Context: an optimization exercise on an open-source flow, tuned for small area, a short achievable clock period and few clock cycles per item. The choices shown serve that exercise and are no tape-out recipe. Where RTL was checked, it was by simulation tests only, not by an equivalence proof against the original.

==> module ntsc_csc, before the edit <==
module ntsc_csc (
    input  wire        clk,
    input  wire        rst,
    input  wire        in_valid,
    output wire        in_ready,
    input  wire [1:0]  in_op,
    input  wire [31:0] in_data,
    output wire        out_valid,
    input  wire        out_ready,
    output wire [31:0] out_data,
    output wire        out_err
);
    localparam OP_DECODE = 2'd0;
    localparam OP_ENCODE = 2'd1;
    localparam OP_PACK   = 2'd2;
    localparam OP_UNPACK = 2'd3;
    reg         ov;
    reg  [23:0] od;
    reg         oe;
    wire        adv = !ov | out_ready;
    reg         v1;
    reg  [1:0]  op1;
    reg  [23:0] d1;
    reg         e1;
    reg  [2:0]  step1;
    reg  [5:0]  idx1;
    reg         first1, last1;
    reg         sel1;        
    wire        done1 = !v1 | last1;
    assign in_ready = adv & done1;
    wire [23:0] ccol  = sel1 ? in_data[23:0] : d1;
    wire [2:0]  cstep = sel1 ? 3'd0 : step1;
    wire [6:0]  cand;
    ntsc_cand u_cand (.col(ccol), .step(cstep), .o(cand));
    wire        ienc = (in_op == OP_ENCODE);
    always @(posedge clk) begin
        if (rst) begin
            v1   <= 1'b0;
            sel1 <= 1'b1;
        end else if (adv) begin
            if (done1) begin
                v1   <= in_valid;
                sel1 <= !in_valid | !ienc | cand[6];
            end else begin
                sel1 <= cand[6];
            end
        end
    end
    always @(posedge clk) begin
        if (adv) begin
            if (done1) begin
                op1    <= in_op;
                d1     <= in_data[23:0];
                e1     <= |in_data[31:6];
                step1  <= 3'd1;
                first1 <= 1'b1;
                idx1   <= ienc ? cand[5:0] : in_data[5:0];
                last1  <= ienc ? cand[6] : 1'b1;
            end else begin
                step1  <= step1 + 3'd1;
                first1 <= 1'b0;
                idx1   <= cand[5:0];
                last1  <= cand[6];
            end
        end
    end
    wire [23:0] prgb;
    wire [14:0] pk;
    ntsc_palette u_pal (.index(idx1), .rgb(prgb));
    ntsc_palk    u_pk  (.index(idx1), .k(pk));
    wire [9:0]  r3 = {2'b00, d1[23:16]} + {1'b0, d1[23:16], 1'b0};
    wire [9:0]  g3 = {2'b00, d1[15:8]}  + {1'b0, d1[15:8], 1'b0};
    wire [9:0]  b3 = {2'b00, d1[7:0]}   + {1'b0, d1[7:0], 1'b0};
    function [9:0] pick(input [1:0] dig, input [7:0] c, input [9:0] c3);
        case (dig)
            2'd0:    pick = 10'd0;
            2'd1:    pick = {2'b00, c};
            2'd2:    pick = {1'b0, c, 1'b0};
            default: pick = c3;
        endcase
    endfunction
    function [33:0] csa(input [16:0] a, input [16:0] b, input [16:0] c);
        csa = {(a & b | a & c | b & c) << 1, a ^ b ^ c};
    endfunction
    wire [16:0] row0 = {7'd0, pick(prgb[19:18], d1[23:16], r3)};
    wire [16:0] row1 = {5'd0, pick(prgb[21:20], d1[23:16], r3), 2'd0};
    wire [16:0] row2 = {3'd0, pick(prgb[23:22], d1[23:16], r3), 4'd0};
    wire [16:0] row3 = {7'd0, pick(prgb[11:10], d1[15:8], g3)};
    wire [16:0] row4 = {5'd0, pick(prgb[13:12], d1[15:8], g3), 2'd0};
    wire [16:0] row5 = {3'd0, pick(prgb[15:14], d1[15:8], g3), 4'd0};
    wire [16:0] row6 = {7'd0, pick(prgb[3:2], d1[7:0], b3)};
    wire [16:0] row7 = {5'd0, pick(prgb[5:4], d1[7:0], b3), 2'd0};
    wire [16:0] row8 = {3'd0, pick(prgb[7:6], d1[7:0], b3), 4'd0};
    wire [33:0] l1a = csa(row0, row1, row2);
    wire [33:0] l1b = csa(row3, row4, row5);
    wire [33:0] l1c = csa(row6, row7, row8);
    wire [33:0] l2a = csa(l1a[16:0], l1a[33:17], l1b[16:0]);
    wire [33:0] l2b = csa(l1b[33:17], l1c[16:0], l1c[33:17]);
    wire [33:0] l3a = csa(l2a[16:0], l2a[33:17], l2b[16:0]);
    wire [15:0] packed565;
    wire [23:0] unpacked;
    ntsc_pack   u_pack   (.c(d1), .w(packed565));
    ntsc_unpack u_unpack (.w(d1[15:0]), .c(unpacked));
    reg  [23:0] r1;
    always @(*) begin
        case (op1)
            OP_DECODE: r1 = e1 ? 24'd0 : prgb;
            OP_ENCODE: r1 = {1'b0, idx1, l3a[16:0]};
            OP_PACK:   r1 = {8'd0, packed565};
            default:   r1 = unpacked;
        endcase
    end
    reg         v2;
    reg         enc2, first2, last2, err2;
    reg  [23:0] d2;
    reg  [16:1] c2, e2;
    reg  [14:0] k2;
    always @(posedge clk) begin
        if (rst) begin
            v2 <= 1'b0;
        end else if (adv) begin
            v2 <= v1;
        end
    end
    always @(posedge clk) begin
        if (adv) begin
            enc2   <= (op1 == OP_ENCODE);
            first2 <= first1;
            last2  <= last1;
            err2   <= e1 & (op1 == OP_DECODE);
            d2     <= r1;
            c2     <= l3a[33:18];
            e2     <= l2b[33:18];
            k2     <= pk;
        end
    end
    reg  [16:0] best;
    wire [16:0] score2 = d2[16:0] + {c2, 1'b0} + {e2, 1'b0} + {2'b00, k2};
    wire [17:0] diff2  = {1'b0, d2[16:0]} + {1'b0, c2, 1'b0} + {1'b0, e2, 1'b0} + {3'b000, k2} + {1'b1, ~best};
    wire        better = first2 | !diff2[17];
    always @(posedge clk) begin
        if (rst) begin
            ov <= 1'b0;
        end else if (adv) begin
            ov <= v2 & (!enc2 | last2);
        end
    end
    always @(posedge clk) begin
        if (adv & v2) begin
            if (enc2) begin
                oe <= 1'b0;
                if (better) begin
                    best <= score2;
                    od   <= {18'd0, d2[22:17]};
                end
            end else begin
                oe <= err2;
                od <= d2;
            end
        end
    end
    assign out_valid = ov;
    assign out_data  = {8'd0, od};
    assign out_err   = oe;
endmodule
==> flow/config.mk <==
export PLATFORM = sky130hd
export DESIGN_NAME = ntsc_csc
export DESIGN_NICKNAME = ntsc_csc
export VERILOG_FILES = /design/flow/design.v
export SDC_FILE = /design/flow/constraint.sdc
export NUM_CORES = 4
export LEC_CHECK = 0
export CAP_MARGIN = 20
export CORE_MARGIN = 2
export CORE_UTILIZATION = 40
export SETUP_SLACK_MARGIN = 5
export SLEW_MARGIN = 20
==> flow/constraint.sdc <==
create_clock -name core_clock -period 10.5 [get_ports {clk}]
set_input_delay 2.1000 -clock core_clock [delete_from_list [all_inputs] [get_ports {clk}]]
set_output_delay 2.1000 -clock core_clock [all_outputs]
set_load 0.01 [all_outputs]
run.sh (not shown) runs the stock make flow with config.mk's settings and CLKGATE_MAP_FILE= SYNTH_SCRIPT=/design/flow/synth_recipe.tcl, a recipe that flattens the netlist after the stock synthesis.
Next try:
--- a/flow/design.v
+++ b/flow/design.v
@@ -1790,4 +1790,8 @@
     reg         oe;
     wire        adv = !ov | out_ready;
+    reg         v0;
+    reg  [1:0]  op0;
+    reg  [23:0] d0;
+    reg         e0;
     reg         v1;
     reg  [1:0]  op1;
@@ -1799,21 +1803,36 @@
     reg         sel1;        
     wire        done1 = !v1 | last1;
-    assign in_ready = adv & done1;
-    wire [23:0] ccol  = sel1 ? in_data[23:0] : d1;
+    wire        take0 = adv & done1;
+    assign in_ready = adv & (!v0 | done1);
+    always @(posedge clk) begin
+        if (rst) begin
+            v0 <= 1'b0;
+        end else if (in_ready) begin
+            v0 <= in_valid;
+        end
+    end
+    always @(posedge clk) begin
+        if (in_ready) begin
+            op0 <= in_op;
+            d0  <= in_data[23:0];
+            e0  <= |in_data[31:6];
+        end
+    end
+    wire [23:0] ccol  = sel1 ? d0 : d1;
     wire [2:0]  cstep = sel1 ? 3'd0 : step1;
     wire [6:0]  cand;
     ntsc_cand u_cand (.col(ccol), .step(cstep), .o(cand));
-    wire        ienc = (in_op == OP_ENCODE);
     always @(posedge clk) begin
         if (rst) begin
-            v1   <= 1'b0;
+            v1 <= 1'b0;
+        end else if (take0) begin
+            v1 <= v0;
+        end
+    end
+    always @(posedge clk) begin
+        if (rst) begin
             sel1 <= 1'b1;
         end else if (adv) begin
-            if (done1) begin
-                v1   <= in_valid;
-                sel1 <= !in_valid | !ienc | cand[6];
-            end else begin
-                sel1 <= cand[6];
-            end
+            sel1 <= done1 ? (!v0 | (op0 != OP_ENCODE) | cand[6]) : cand[6];
         end
     end
@@ -1821,11 +1840,11 @@
         if (adv) begin
             if (done1) begin
-                op1    <= in_op;
-                d1     <= in_data[23:0];
-                e1     <= |in_data[31:6];
+                op1    <= op0;
+                d1     <= d0;
+                e1     <= e0;
                 step1  <= 3'd1;
                 first1 <= 1'b1;
-                idx1   <= ienc ? cand[5:0] : in_data[5:0];
-                last1  <= ienc ? cand[6] : 1'b1;
+                idx1   <= (op0 == OP_ENCODE) ? cand[5:0] : d0[5:0];
+                last1  <= (op0 == OP_ENCODE) ? cand[6] : 1'b1;
             end else begin
                 step1  <= step1 + 3'd1;
Effect:
- The changed run passed the timing, design-rule and antenna checks
- synthesized area came out higher by 1.3%
- via count came out lower by 1.2%
- critical path depth came out lower by 4
- die area came out higher by 1.2%
- design area came out lower by 0.78%
- non-clock buffer count came out lower by 39
Testbench counts after the change, summed over its fixed seeds: cycles 2,981, items 2,048.
The RTL of the first run of this note was laid out without a check of its function.

==> afterwards: timing with drivers on the ports <==
The results above use ideal ports. As a check the final layouts listed here were re-extracted and re-timed, cells and wires unchanged. Step 1, drivers: a clkbuf_16 drives clk and a buf_2 each remaining input, both assumed. Step 2 times the ports against the registers' clock, not the clock port: input delays grow and output delays shrink by t, the midpoint of the rising clock arrivals with the driver on. a / b / c = ideal / step 1 / step 2; a / b = the first two.
run | t (ns) | setup WS [ns] | worst hold slack (ns) | worst data-port slew with drivers (ns)
the first run | 0.508 | 4.918 / 4.949 / 4.441 | 0.432 / 0.432 / 0.432 | 0.05
the second run | 0.536 | 5.065 / 5.042 / 5.042 | 0.415 / 0.415 / 0.415 | 0.06
After both steps setup and hold are still met in every run listed. The setup slack of the first run, which loses most, moves by +0.031 ns with the drivers and by -0.477 ns with both steps.
